Background: an optimization exercise with open tools, aiming at small area, a short achievable clock period and few clock cycles. Do not read the settings as production practice.
Only simulation tests tie the RTL to the original design; equivalence was not proved.
Power figures rest on the tool's default switching activity, not on a simulated workload.

--- design/flow/config.mk ---
export PLATFORM = sky130hd
export DESIGN_NAME = spc
export DESIGN_NICKNAME = spc
export VERILOG_FILES = /design/flow/design.v
export SDC_FILE = /design/flow/constraint.sdc
export NUM_CORES = 4
export LEC_CHECK = 0
export CAP_MARGIN = 20
export CORE_MARGIN = 2
export CORE_UTILIZATION = 40
export SLEW_MARGIN = 20
--- design/flow/constraint.sdc ---
create_clock -name core_clock -period 10.0 [get_ports {clk}]
set_input_delay 2.0000 -clock core_clock [delete_from_list [all_inputs] [get_ports {clk}]]
set_output_delay 2.0000 -clock core_clock [all_outputs]
set_load 0.01 [all_outputs]
--- design/flow/design.v ---
module spc (
    input  wire        clk,
    input  wire        rst,         
    input  wire        h_req,       
    input  wire        h_we,        
    input  wire        h_wide,      
    input  wire [14:0] h_addr,      
    input  wire [31:0] h_wdata,
    output reg         h_ack,       
    output reg         h_err,       
    output reg  [31:0] h_rdata      
);
    localparam PAY_SIZE = 32;
    localparam TX_SIZE  = 50;
    localparam RX_SIZE  = 50;
    localparam FS_IDLE     = 3'd0;
    localparam FS_DECODED  = 3'd5;
    localparam FS_REJECTED = 3'd6;
    localparam E_TREAD   = 4'd2;
    localparam E_HEX     = 4'd3;
    localparam E_VERSION = 4'd4;
    localparam E_LENCHK  = 4'd5;
    localparam E_FCS     = 4'd6;
    localparam E_TOOBIG  = 4'd7;
    function is_hex(input [7:0] c);
        is_hex = (c >= 8'h30 && c <= 8'h39) ||
                 (c >= 8'h41 && c <= 8'h46) ||
                 (c >= 8'h61 && c <= 8'h66);
    endfunction
    function [3:0] hex_val(input [7:0] c);
        if (c >= 8'h30 && c <= 8'h39)      hex_val = c[3:0];
        else if (c >= 8'h41 && c <= 8'h46) hex_val = c[3:0] + 4'd9;
        else if (c >= 8'h61 && c <= 8'h66) hex_val = c[3:0] + 4'd9;
        else                               hex_val = 4'd0;
    endfunction
    function [7:0] hex_char(input [3:0] n);
        if (n <= 4'd9) hex_char = 8'h30 + {4'd0, n};
        else           hex_char = 8'h37 + {4'd0, n};
    endfunction
    function [15:0] lchk(input [11:0] len);
        reg [5:0] s;
        begin
            s = {2'b0, len[11:8]} + {2'b0, len[7:4]} + {2'b0, len[3:0]};
            lchk = {(4'd0 - s[3:0]), 12'd0};
        end
    endfunction
    function [15:0] lfield(input [11:0] len);
        lfield = lchk(len) | {4'd0, len};
    endfunction
    reg [31:0] opa;
    reg [31:0] res;
    reg [7:0]  req_addr;
    reg [7:0]  req_func;
    reg [15:0] req_plen;
    reg [15:0] tx_flen;
    reg [15:0] rxlen;
    reg [15:0] fcs_acc;
    reg [31:0] rsp_hdr;
    reg [15:0] rsp_lfield;
    reg        rsp_vinv;
    reg        rsp_soibad;
    reg [15:0] rsp_rxfcs;
    reg [15:0] rsp_calcfcs;
    reg [2:0]  fstate;
    reg [3:0]  ferr;
    reg        cinv;
    reg        txvalid;
    reg        cmderr;
    reg [7:0]  paybuf [0:PAY_SIZE-1];
    reg [7:0]  txbuf  [13:TX_SIZE-1];    
    reg [7:0]  rxbuf  [0:RX_SIZE-1];
    reg [7:0]  tx_addr;
    reg [7:0]  tx_func;
    reg [5:0]  tx_p;
    wire nn = (fstate == FS_DECODED) && (rsp_hdr[31:24] != 8'h00);
    wire [31:0] status = {20'd0, ferr, cmderr, txvalid, nn, cinv, fstate, 1'b0};
    reg        bbusy;         
    reg [5:0]  bidx;
    reg [15:0] bacc;          
    reg [5:0]  sp;
    reg        s_soibad;      
    reg        s_hbad;        
    reg [47:0] s_hdr;         
    reg [15:0] s_acc;         
    reg        s_pbad;        
    reg [15:0] s_fcs;         
    reg        pbusy;         
    wire in_regs = (h_addr[14:12] == 3'd0) && (h_addr[11:0] <= 12'h030) &&
                   (h_addr[1:0] == 2'b00);
    wire in_bufs = (h_addr[14:12] >= 3'd1) && (h_addr[14:12] <= 3'd5);
    wire bus_err = in_regs ? !h_wide : (in_bufs ? h_wide : 1'b1);
    wire [3:0]  reg_idx = h_addr[5:2];
    wire is_pay = (h_addr[14:12] == 3'd1);
    wire is_tx  = (h_addr[14:13] == 2'b01);
    wire is_rx  = (h_addr[14:13] == 2'b10);
    wire pay_in = is_pay && (h_addr[11:5] == 7'd0);
    wire tx_in  = is_tx  && (h_addr[12:6] == 7'd0) && (h_addr[5:0] < TX_SIZE);
    wire rx_in  = is_rx  && (h_addr[12:6] == 7'd0) && (h_addr[5:0] < RX_SIZE);
    wire [7:0] op = h_wdata[7:0];
    wire       op_refused = (op == 8'h0E) || (op == 8'h0F) || (op >= 8'h12);
    wire       cmd_wr   = h_we && !bus_err && in_regs && (reg_idx == 4'd0);
    wire       parse_wr = cmd_wr && (op == 8'h11);
    wire [11:0] s_len   = s_hdr[11:0];
    wire [5:0]  avail   = (rxlen > RX_SIZE) ? RX_SIZE[5:0] : rxlen[5:0];
    wire        s_vinv  = s_soibad || s_hbad;
    wire        f_ver   = (s_hdr[47:44] != 4'd2);
    wire        f_lchk  = (lchk(s_len) != {s_hdr[15:12], 12'd0});
    wire        f_tread = (s_len != 12'd0) &&
                          ({1'b0, s_len} + 13'd18 > {7'd0, avail});
    wire        h_fail  = f_ver || s_vinv || f_lchk || f_tread;
    wire [6:0]  p_need  = {1'b0, s_len[5:0]} + 7'd17;
    wire        p_short = (rxlen < 16'd18);
    wire        p_ready = p_short ||
                          ((sp >= 6'd13) && (h_fail || ({1'b0, sp} >= p_need)));
    wire [15:0] s_calc  = 16'd0 - s_acc;
    wire stall_b = bbusy && ((cmd_wr) || is_pay ||
                             (is_tx && (h_addr[12:0] >= {7'd0, bidx})));
    wire stall_p = parse_wr && !p_ready;
    wire stall   = stall_b || stall_p;
    wire go      = h_req && !stall;
    wire wr_go   = go && h_we && !bus_err;
    wire [5:0] bpos    = bidx - 6'd13;
    wire [4:0] pay_ra  = bbusy ? bpos[4:0] : h_addr[4:0];
    wire [7:0] pay_rd  = paybuf[pay_ra];
    wire [5:0] rx_ra   = pbusy ? sp : h_addr[5:0];
    wire [7:0] rx_rd   = rxbuf[rx_ra];
    wire [15:0] tx_lf = lfield({6'd0, tx_p});
    reg [7:0] tx_rd;
    always @(*) begin
        case (h_addr[5:0])
            6'd0:  tx_rd = 8'h7E;
            6'd1:  tx_rd = 8'h32;
            6'd2:  tx_rd = 8'h30;
            6'd3:  tx_rd = hex_char(tx_addr[7:4]);
            6'd4:  tx_rd = hex_char(tx_addr[3:0]);
            6'd5:  tx_rd = 8'h34;
            6'd6:  tx_rd = 8'h36;
            6'd7:  tx_rd = hex_char(tx_func[7:4]);
            6'd8:  tx_rd = hex_char(tx_func[3:0]);
            6'd9:  tx_rd = hex_char(tx_lf[15:12]);
            6'd10: tx_rd = hex_char(tx_lf[11:8]);
            6'd11: tx_rd = hex_char(tx_lf[7:4]);
            6'd12: tx_rd = hex_char(tx_lf[3:0]);
            default: tx_rd = (h_addr[5:0] < TX_SIZE) ? txbuf[h_addr[5:0]] : 8'h00;
        endcase
    end
    reg [31:0] reg_rdata;
    always @(*) begin
        case (reg_idx)
            4'd1:    reg_rdata = status;
            4'd2:    reg_rdata = opa;
            4'd3:    reg_rdata = res;
            4'd4:    reg_rdata = {24'd0, req_addr};
            4'd5:    reg_rdata = {24'd0, req_func};
            4'd6:    reg_rdata = {16'd0, req_plen};
            4'd7:    reg_rdata = {16'd0, tx_flen};
            4'd8:    reg_rdata = {16'd0, rxlen};
            4'd9:    reg_rdata = {16'd0, fcs_acc};
            4'd10:   reg_rdata = rsp_hdr;
            4'd11:   reg_rdata = {14'd0, rsp_soibad, rsp_vinv, rsp_lfield};
            4'd12:   reg_rdata = {rsp_calcfcs, rsp_rxfcs};
            default: reg_rdata = 32'd0;
        endcase
    end
    reg [7:0] buf_rdata;
    always @(*) begin
        buf_rdata = 8'd0;
        if (pay_in)     buf_rdata = pay_rd;
        else if (tx_in) buf_rdata = tx_rd;
        else if (rx_in) buf_rdata = rx_rd;
    end
    always @(*) begin
        h_ack   = go;
        h_err   = bus_err;
        h_rdata = in_regs ? reg_rdata : {24'd0, buf_rdata};
    end
    wire [47:0] b_hdr  = {8'h20, tx_addr, 8'h46, tx_func, tx_lf};
    wire [15:0] b_fcs  = 16'd0 - bacc;
    wire [6:0]  b_plen = {1'b0, tx_p};
    reg  [7:0]  b_byte;
    always @(*) begin
        if (bidx <= 6'd12)
            b_byte = hex_char(b_hdr[(6'd12 - bidx) * 4 +: 4]);
        else if ({1'b0, bidx} <= 7'd12 + b_plen)
            b_byte = pay_rd;
        else if ({1'b0, bidx} <= 7'd16 + b_plen)
            b_byte = hex_char(b_fcs[(7'd16 + b_plen - {1'b0, bidx}) * 4 +: 4]);
        else
            b_byte = 8'h0D;
    end
    wire b_last = ({1'b0, bidx} >= 7'd17 + b_plen) || (bidx >= 6'd49);
    wire        host_rx  = wr_go && rx_in;
    wire        host_seq = host_rx && ((h_addr[5:0] == sp) || (h_addr[5:0] == 6'd0));
    wire        eng_step = pbusy && !p_ready && (sp < RX_SIZE);
    wire        pr_en    = host_seq || eng_step;
    wire [5:0]  pr_pos   = pbusy ? sp : h_addr[5:0];
    wire [7:0]  pr_byte  = pbusy ? rx_rd : h_wdata[7:0];
    wire        pr_hex   = is_hex(pr_byte);
    wire [6:0]  pr_lim   = (s_len[11:6] != 6'd0) ? 7'd127 : {1'b0, s_len[5:0]} + 7'd12;
    always @(posedge clk) begin
        if (wr_go && pay_in) paybuf[h_addr[4:0]] <= h_wdata[7:0];
        if (host_rx) rxbuf[h_addr[5:0]] <= h_wdata[7:0];
        if (bbusy && bidx >= 6'd13) txbuf[bidx] <= b_byte;
    end
    always @(posedge clk) begin
        if (bbusy) begin
            if (bidx <= 6'd12 || {1'b0, bidx} <= 7'd12 + b_plen)
                bacc <= bacc + {8'd0, b_byte};
            bidx <= bidx + 6'd1;
            if (b_last) bbusy <= 1'b0;
        end else if (wr_go && cmd_wr && op == 8'h10 && req_plen <= PAY_SIZE) begin
            bbusy   <= 1'b1;
            bidx    <= 6'd1;
            bacc    <= 16'd0;
            tx_addr <= req_addr;
            tx_func <= req_func;
            tx_p    <= req_plen[5:0];
        end
    end
    always @(posedge clk) begin
        if (rst) begin
            sp    <= 6'd0;
            pbusy <= 1'b0;
        end else begin
            pbusy <= stall_p && h_req;
            if (pr_en) begin
                sp <= pr_pos + 6'd1;
                if (pr_pos == 6'd0) begin
                    s_soibad <= (pr_byte != 8'h7E);
                    s_hbad   <= 1'b0;
                    s_acc    <= 16'd0;
                    s_pbad   <= 1'b0;
                end else if (pr_pos <= 6'd12) begin
                    s_hdr  <= {s_hdr[43:0], hex_val(pr_byte)};
                    s_acc  <= s_acc + {8'd0, pr_byte};
                    if (!pr_hex) s_hbad <= 1'b1;
                end else if ({1'b0, pr_pos} <= pr_lim) begin
                    s_acc  <= s_acc + {8'd0, pr_byte};
                    if (!pr_hex) s_pbad <= 1'b1;
                end else if ({1'b0, pr_pos} <= pr_lim + 7'd4) begin
                    s_fcs  <= {s_fcs[11:0], hex_val(pr_byte)};
                    if (!pr_hex) s_pbad <= 1'b1;
                end
            end else if (host_rx && h_addr[5:0] < sp) begin
                sp <= 6'd0;
            end
        end
    end
    always @(posedge clk) begin
        if (rst) begin
            opa         <= 32'd0;
            res         <= 32'd0;
            req_addr    <= 8'd0;
            req_func    <= 8'd0;
            req_plen    <= 16'd0;
            tx_flen     <= 16'd0;
            rxlen       <= 16'd0;
            fcs_acc     <= 16'd0;
            rsp_hdr     <= 32'd0;
            rsp_lfield  <= 16'd0;
            rsp_vinv    <= 1'b0;
            rsp_soibad  <= 1'b0;
            rsp_rxfcs   <= 16'd0;
            rsp_calcfcs <= 16'd0;
            fstate      <= FS_IDLE;
            ferr        <= 4'd0;
            cinv        <= 1'b0;
            txvalid     <= 1'b0;
            cmderr      <= 1'b0;
        end else if (wr_go && in_regs) begin
            case (reg_idx)
            4'd2: opa      <= h_wdata;
            4'd4: req_addr <= h_wdata[7:0];
            4'd5: req_func <= h_wdata[7:0];
            4'd6: req_plen <= h_wdata[15:0];
            4'd8: rxlen    <= h_wdata[15:0];
            4'd0: begin
                if (op_refused) begin
                    cmderr <= 1'b1;
                end else begin
                    cmderr <= 1'b0;
                    case (op)
                    8'h01: res <= {24'd0, hex_char(opa[3:0])};
                    8'h02: res <= {16'd0, hex_char(opa[7:4]), hex_char(opa[3:0])};
                    8'h03: res <= {hex_char(opa[15:12]), hex_char(opa[11:8]),
                                   hex_char(opa[7:4]), hex_char(opa[3:0])};
                    8'h04: begin
                        res <= {28'd0, hex_val(opa[7:0])};
                        if (!is_hex(opa[7:0])) cinv <= 1'b1;
                    end
                    8'h05: begin
                        res <= {24'd0, hex_val(opa[15:8]), hex_val(opa[7:0])};
                        if (!is_hex(opa[15:8]) || !is_hex(opa[7:0])) cinv <= 1'b1;
                    end
                    8'h06: begin
                        res <= {16'd0, hex_val(opa[31:24]), hex_val(opa[23:16]),
                                hex_val(opa[15:8]), hex_val(opa[7:0])};
                        if (!is_hex(opa[31:24]) || !is_hex(opa[23:16]) ||
                            !is_hex(opa[15:8])  || !is_hex(opa[7:0])) cinv <= 1'b1;
                    end
                    8'h07: cinv <= 1'b0;
                    8'h08: res <= {16'd0, lchk(opa[11:0])};
                    8'h09: res <= {16'd0, lfield(opa[11:0])};
                    8'h0A: res <= {31'd0, lchk(opa[11:0]) == {opa[15:12], 12'd0}};
                    8'h0B: fcs_acc <= 16'd0;
                    8'h0C: fcs_acc <= fcs_acc + {8'd0, opa[7:0]};
                    8'h0D: res <= {15'd0, {1'b0, ~fcs_acc} + 17'd1};
                    8'h10: begin
                        if (req_plen > PAY_SIZE) begin
                            txvalid <= 1'b0;
                            tx_flen <= 16'd0;
                            fstate  <= FS_REJECTED;
                            ferr    <= E_TOOBIG;
                        end else begin
                            txvalid <= 1'b1;
                            tx_flen <= {10'd0, req_plen[5:0]} + 16'd18;
                            fstate  <= FS_IDLE;
                            ferr    <= 4'd0;
                        end
                    end
                    8'h11: begin
                        rsp_rxfcs   <= 16'd0;
                        rsp_calcfcs <= 16'd0;
                        fstate      <= FS_REJECTED;
                        if (p_short) begin
                            rsp_hdr    <= 32'd0;
                            rsp_lfield <= 16'd0;
                            rsp_vinv   <= 1'b0;
                            rsp_soibad <= 1'b0;
                            ferr       <= E_TREAD;
                        end else begin
                            rsp_hdr    <= {s_hdr[23:16], s_hdr[31:24], s_hdr[39:32], s_hdr[47:40]};
                            rsp_lfield <= s_hdr[15:0];
                            rsp_vinv   <= s_vinv;
                            rsp_soibad <= s_soibad;
                            if (f_ver)       ferr <= E_VERSION;
                            else if (s_vinv) ferr <= E_HEX;
                            else if (f_lchk) ferr <= E_LENCHK;
                            else if (f_tread) ferr <= E_TREAD;
                            else if (s_pbad) ferr <= E_HEX;
                            else begin
                                rsp_rxfcs   <= s_fcs;
                                rsp_calcfcs <= s_calc;
                                if (s_fcs != s_calc) begin
                                    ferr <= E_FCS;
                                end else begin
                                    ferr   <= 4'd0;
                                    fstate <= FS_DECODED;
                                end
                            end
                        end
                    end
                    default: ;
                    endcase
                end
            end
            default: ;
            endcase
        end
    end
endmodule
--- design/flow/run.sh ---
#!/bin/bash
# synth_recipe.tcl (not shown) runs the flow's synth.tcl, then flattens the netlist and writes it again
# the make line also repeats each setting of config.mk as NAME=value (left out here)
make -C /OpenROAD-flow-scripts/flow DESIGN_CONFIG=/design/flow/config.mk WORK_HOME=/design/flow/orfs CLKGATE_MAP_FILE= SYNTH_SCRIPT=/design/flow/synth_recipe.tcl finish
==> results.ini <==
[worst_hold_path]
hold_path.startpoint = s_hdr[43]
hp-class = reg -> reg

[power]
powerDensity_nw_per_um2 = 166
p_total_mw = 11.5
power_leakage_nw = 22.8
seqPwrFrac = 0.508
intPower_mw = 8.93
irDropWorstVdd_mv = 0.153
p_clk_frac = 0.442
switching_share = 0.227
power_frac_comb = 0.050
p_switching_mw = 2.62

[critical_path]
setup.worst_path.class = reg -> out
start_kind = register
end_kind = output pin
critical_path_arrival_ns = 7.01
crit_start = s_hdr[2]
cp_max_fo = 8
timing.rr.start = bidx[1]
worstPathRequired_ns = 8.00

[grt]
grt_pass1_wl_um = 280000
use_met1 = 0.357
first_global_vias = 40330
antenna_found_initial = 7
use_met3 = 0.0553
top_usage_layer = met1
grt_max_degree = 93
grtUsageTotal = 0.241
grt-ovfl-total = 0
grt.met2_usage = 0.357

[timing]
rsz0062_at_grt = false
setup-tns-final_ns = 0
worst_pin_slew_ns = 1.27
timing.fmax_mhz = 111
fin_crit_sh = 0.901
setup_violations = 0
drv_slew = 0
relSlewSlack = 0.148
hold_viol_final = 0
skew_ns = 0.0279
period_needed_ns = 9.01

[drt]
drt-initial-drc-count = 5467
drc = 0
vias_per_cell = 6.05
dr.pass1.iters = 6
postRouteAntennaNets = 0
routed_wl_um = 193000
vias = 42433
routedWlPerCell_um = 27.5

[floorplanning]
floorplan.initialDensity = 0.404
die_area_um2 = 157000
die_h_um = 396
ios = 86
row_count = 143
core_area_um2 = 152000
fp.dieW_um = 396

[synthesis]
synth_top_family_by_area = compound AO/OA/AOI/OAI gates
synth_seq_area_share = 0.603
yosysTopAreaCellShare = 0.527
yosysUniqueCellTypes = 90
ys_ff_latch = 1311
syn_area_um2 = 61400
synth_compound_area_frac = 0.124
ys.warnings.count = 1
avgSynthCellArea_um2 = 12.8
synthXorXnorAreaFrac = 0.0250
synth.area.mux_share = 0.0785
synth_largest_area_cell = edfxtp_1
synth_fa_ha_area_frac = 0.0356
synthCells = 4811
synthArstFlopShare = 0
synth_simple_gate_area_frac = 0.106
synth_area_leaders = edfxtp_1 (53%), dfxtp_1 (7.6%), mux4_2 (6.0%), ha_1 (3.2%), nand2_1 (2.8%)
synth-edff-count = 1079
synthesis.nets = 5031
synth_ff_type = edfxtp_1

[clock_tree]
h-tree-depth = 4
cts_setup_buffers = 0
tritoncts = built
path_clk_slew_ns = 0.06
clock_sinks = 1311
cts_root_buffer = clkbuf_16
cts_buffers = 141
cts_resized = 0
insertion_delay_ns = 0.78
cts.hold.buffers_added = 0
clock_path_buffers = 3

[finish]
final_cell_mix = edfxtp_1 (1079), nand2_1 (451), nor2_1 (346), dfxtp_1 (231), a21oi_1 (194)
syn_to_final_growth_pct = 13.1
final_common_cell = edfxtp_1
fin_nets = 5097
final_layout_size_suffix_gt1_frac = 0.120
num-fill-cells = 13579

[place]
hpwlAfterDp_um = 132000
port_buffers = 85
gp_congestion = 0.950

[status]
outcome = complete, no violations

[job]
cap_viol_max_count = 0

## cell families after synthesis
kind of cell | count (synthesis)
buffers and inverters | 437
XOR/XNOR | 163
adder cells (fa/ha/maj) | 168
multiplexers | 276
AO/OA/AOI/OAI | 1096
flip-flops | 1311
AND/OR/NAND/NOR | 1360
## cell type report
cell class,count,area [um^2],share of cell area
inverters,142,533,0.00767
well taps,2030,2540,0.0365
diodes,1,2.50,0.0000360
multi-input cells,3063,23000,0.332
clock buffers,183,3740,0.0538
flip-flops and latches,1311,37000,0.533
clock inverters,71,761,0.0109
repair buffers,218,1840,0.0265
## critical path, cell delays in order (launching register included)
cell,delay [ns]
edfxtp_1,0.61
inv_1,0.29
fa_1,0.54
ha_1,0.30
inv_1,0.06
fa_1,0.43
xnor2_1,0.17
xnor3_1,0.40
nor4_1,0.35
nand2_1,0.13
or2_2,0.30
nor3_1,0.68
o21ai_0,0.38
a21oi_1,0.76
nor3b_1,0.27
clkdlybuf4s50_1,0.57
## worst paths after layout
path / endpoint / slack (ns) / cells past startpoint
max reg2reg: bacc[13] / 2.18 / 24
min: s_hdr[47] / 0.44 / 0
max: h_ack / 0.99 / 15
min reg2reg: s_hdr[47] / 0.44 / 0
## Yosys cell counts (all sizes together), types with 15 or more instances
library cell and number:
nand2 451, or2 17, buf 86, dfxtp 232, mux4 163, nor2b 97, inv 140, a21o 23
o31ai 34, a22o 70, nor4 47, nand2b 29, o22ai 71, a21boi 42, o211ai 47, a22oi 93
xor2 45, nor2 362, nor3 74, mux2i 104, a211oi 61, o21ai 166, nand3 78, clkbuf 209
a31oi 45, nand4 23, and2 50, xnor2 110, a41oi 40, a221oi 53, a311oi 15, nor3b 15
o221ai 15, or4 19, edfxtp 1079, o21bai 17, ha 157, nor4b 25, and3 17, a21oi 195
## metal layers
| metal | vias up | routed length [um] |
|---|---|---|
| li1 | 18658 | - |
| met1 | 21420 | 84900 |
| met2 | 2070 | 84700 |
| met3 | 279 | 19300 |
| met4 | 6 | 4310 |
| met5 | - | 34 |
## registers in the layout, summed over array words and instances, names as in the netlist, 7 cells and up
name	flops
rsp_hdr	32
res	30
tx_func	8
rsp_calcfcs	16
txbuf	296
tx_flen	7
rsp_rxfcs	16
bacc	16
rxbuf	400
rsp_lfield	16
s_acc	16
req_func	8
opa	32
s_fcs	16
tx_addr	8
rxlen	16
paybuf	256
req_plen	16
fcs_acc	16
s_hdr	48
req_addr	8
## power groups by stage
stage / combinational (mW) / clock [mW] / sequential (mW)
floorplan: 0.307 / 0 / 5.99
CTS: 0.569 / 5.16 / 5.87
global placement: 0.563 / 0 / 5.99
detailed placement: 0.568 / 0 / 5.99
finish: 0.579 / 5.10 / 5.87
global route: 0.610 / 5.38 / 5.87
## stage by stage
| stage | setup slack, ns | cells | hold WS (ns) | instance area, um^2 | util |
|---|---|---|---|---|---|
| 4_1_cts | 1.22 | 7015 | 0.442 | 69400 | 0.456 |
| 6_report | 0.986 | 7019 | 0.444 | 69500 | 0.456 |
| 2_1_floorplan | 0.111 | 4811 | 0.427 | 61400 | - |
| 3_5_place_dp | 1.50 | 6761 | 0.435 | 64900 | 0.426 |
| 3_3_place_gp | 1.46 | 6761 | 0.434 | 64900 | 0.426 |
| 5_1_grt | 0.855 | 7018 | 0.455 | 69500 | 0.456 |
Testbench counts, summed over its fixed seeds: cycles 33,029.

-- afterwards: timing with drivers on the ports --
In the flow no input, the clock included, has a driving cell. The finished layout below was timed again as built, in two steps.
Step 1 sets driving cells, clkbuf_16 on the clock port and buf_2 on the other inputs (assumed; they add their load-dependent delay and slew).
Step 2 adds t to the input delays and takes it off the output delays; t is the mean of the earliest and latest rising clock arrival at the registers after step 1. Input paths then give back, and output paths get back, about the clock's delay inside the block.
Slacks: ideal / step 1 / step 2; pairs: ideal / step 1.
t (ns): 0.850
setup WS [ns]: 0.986 / 0.906 / 1.163
worst setup path at the end: input to output
After both steps this run still meets setup and hold. For this run, drivers alone change the setup slack by -0.080 ns; drivers and shift together by +0.177 ns.
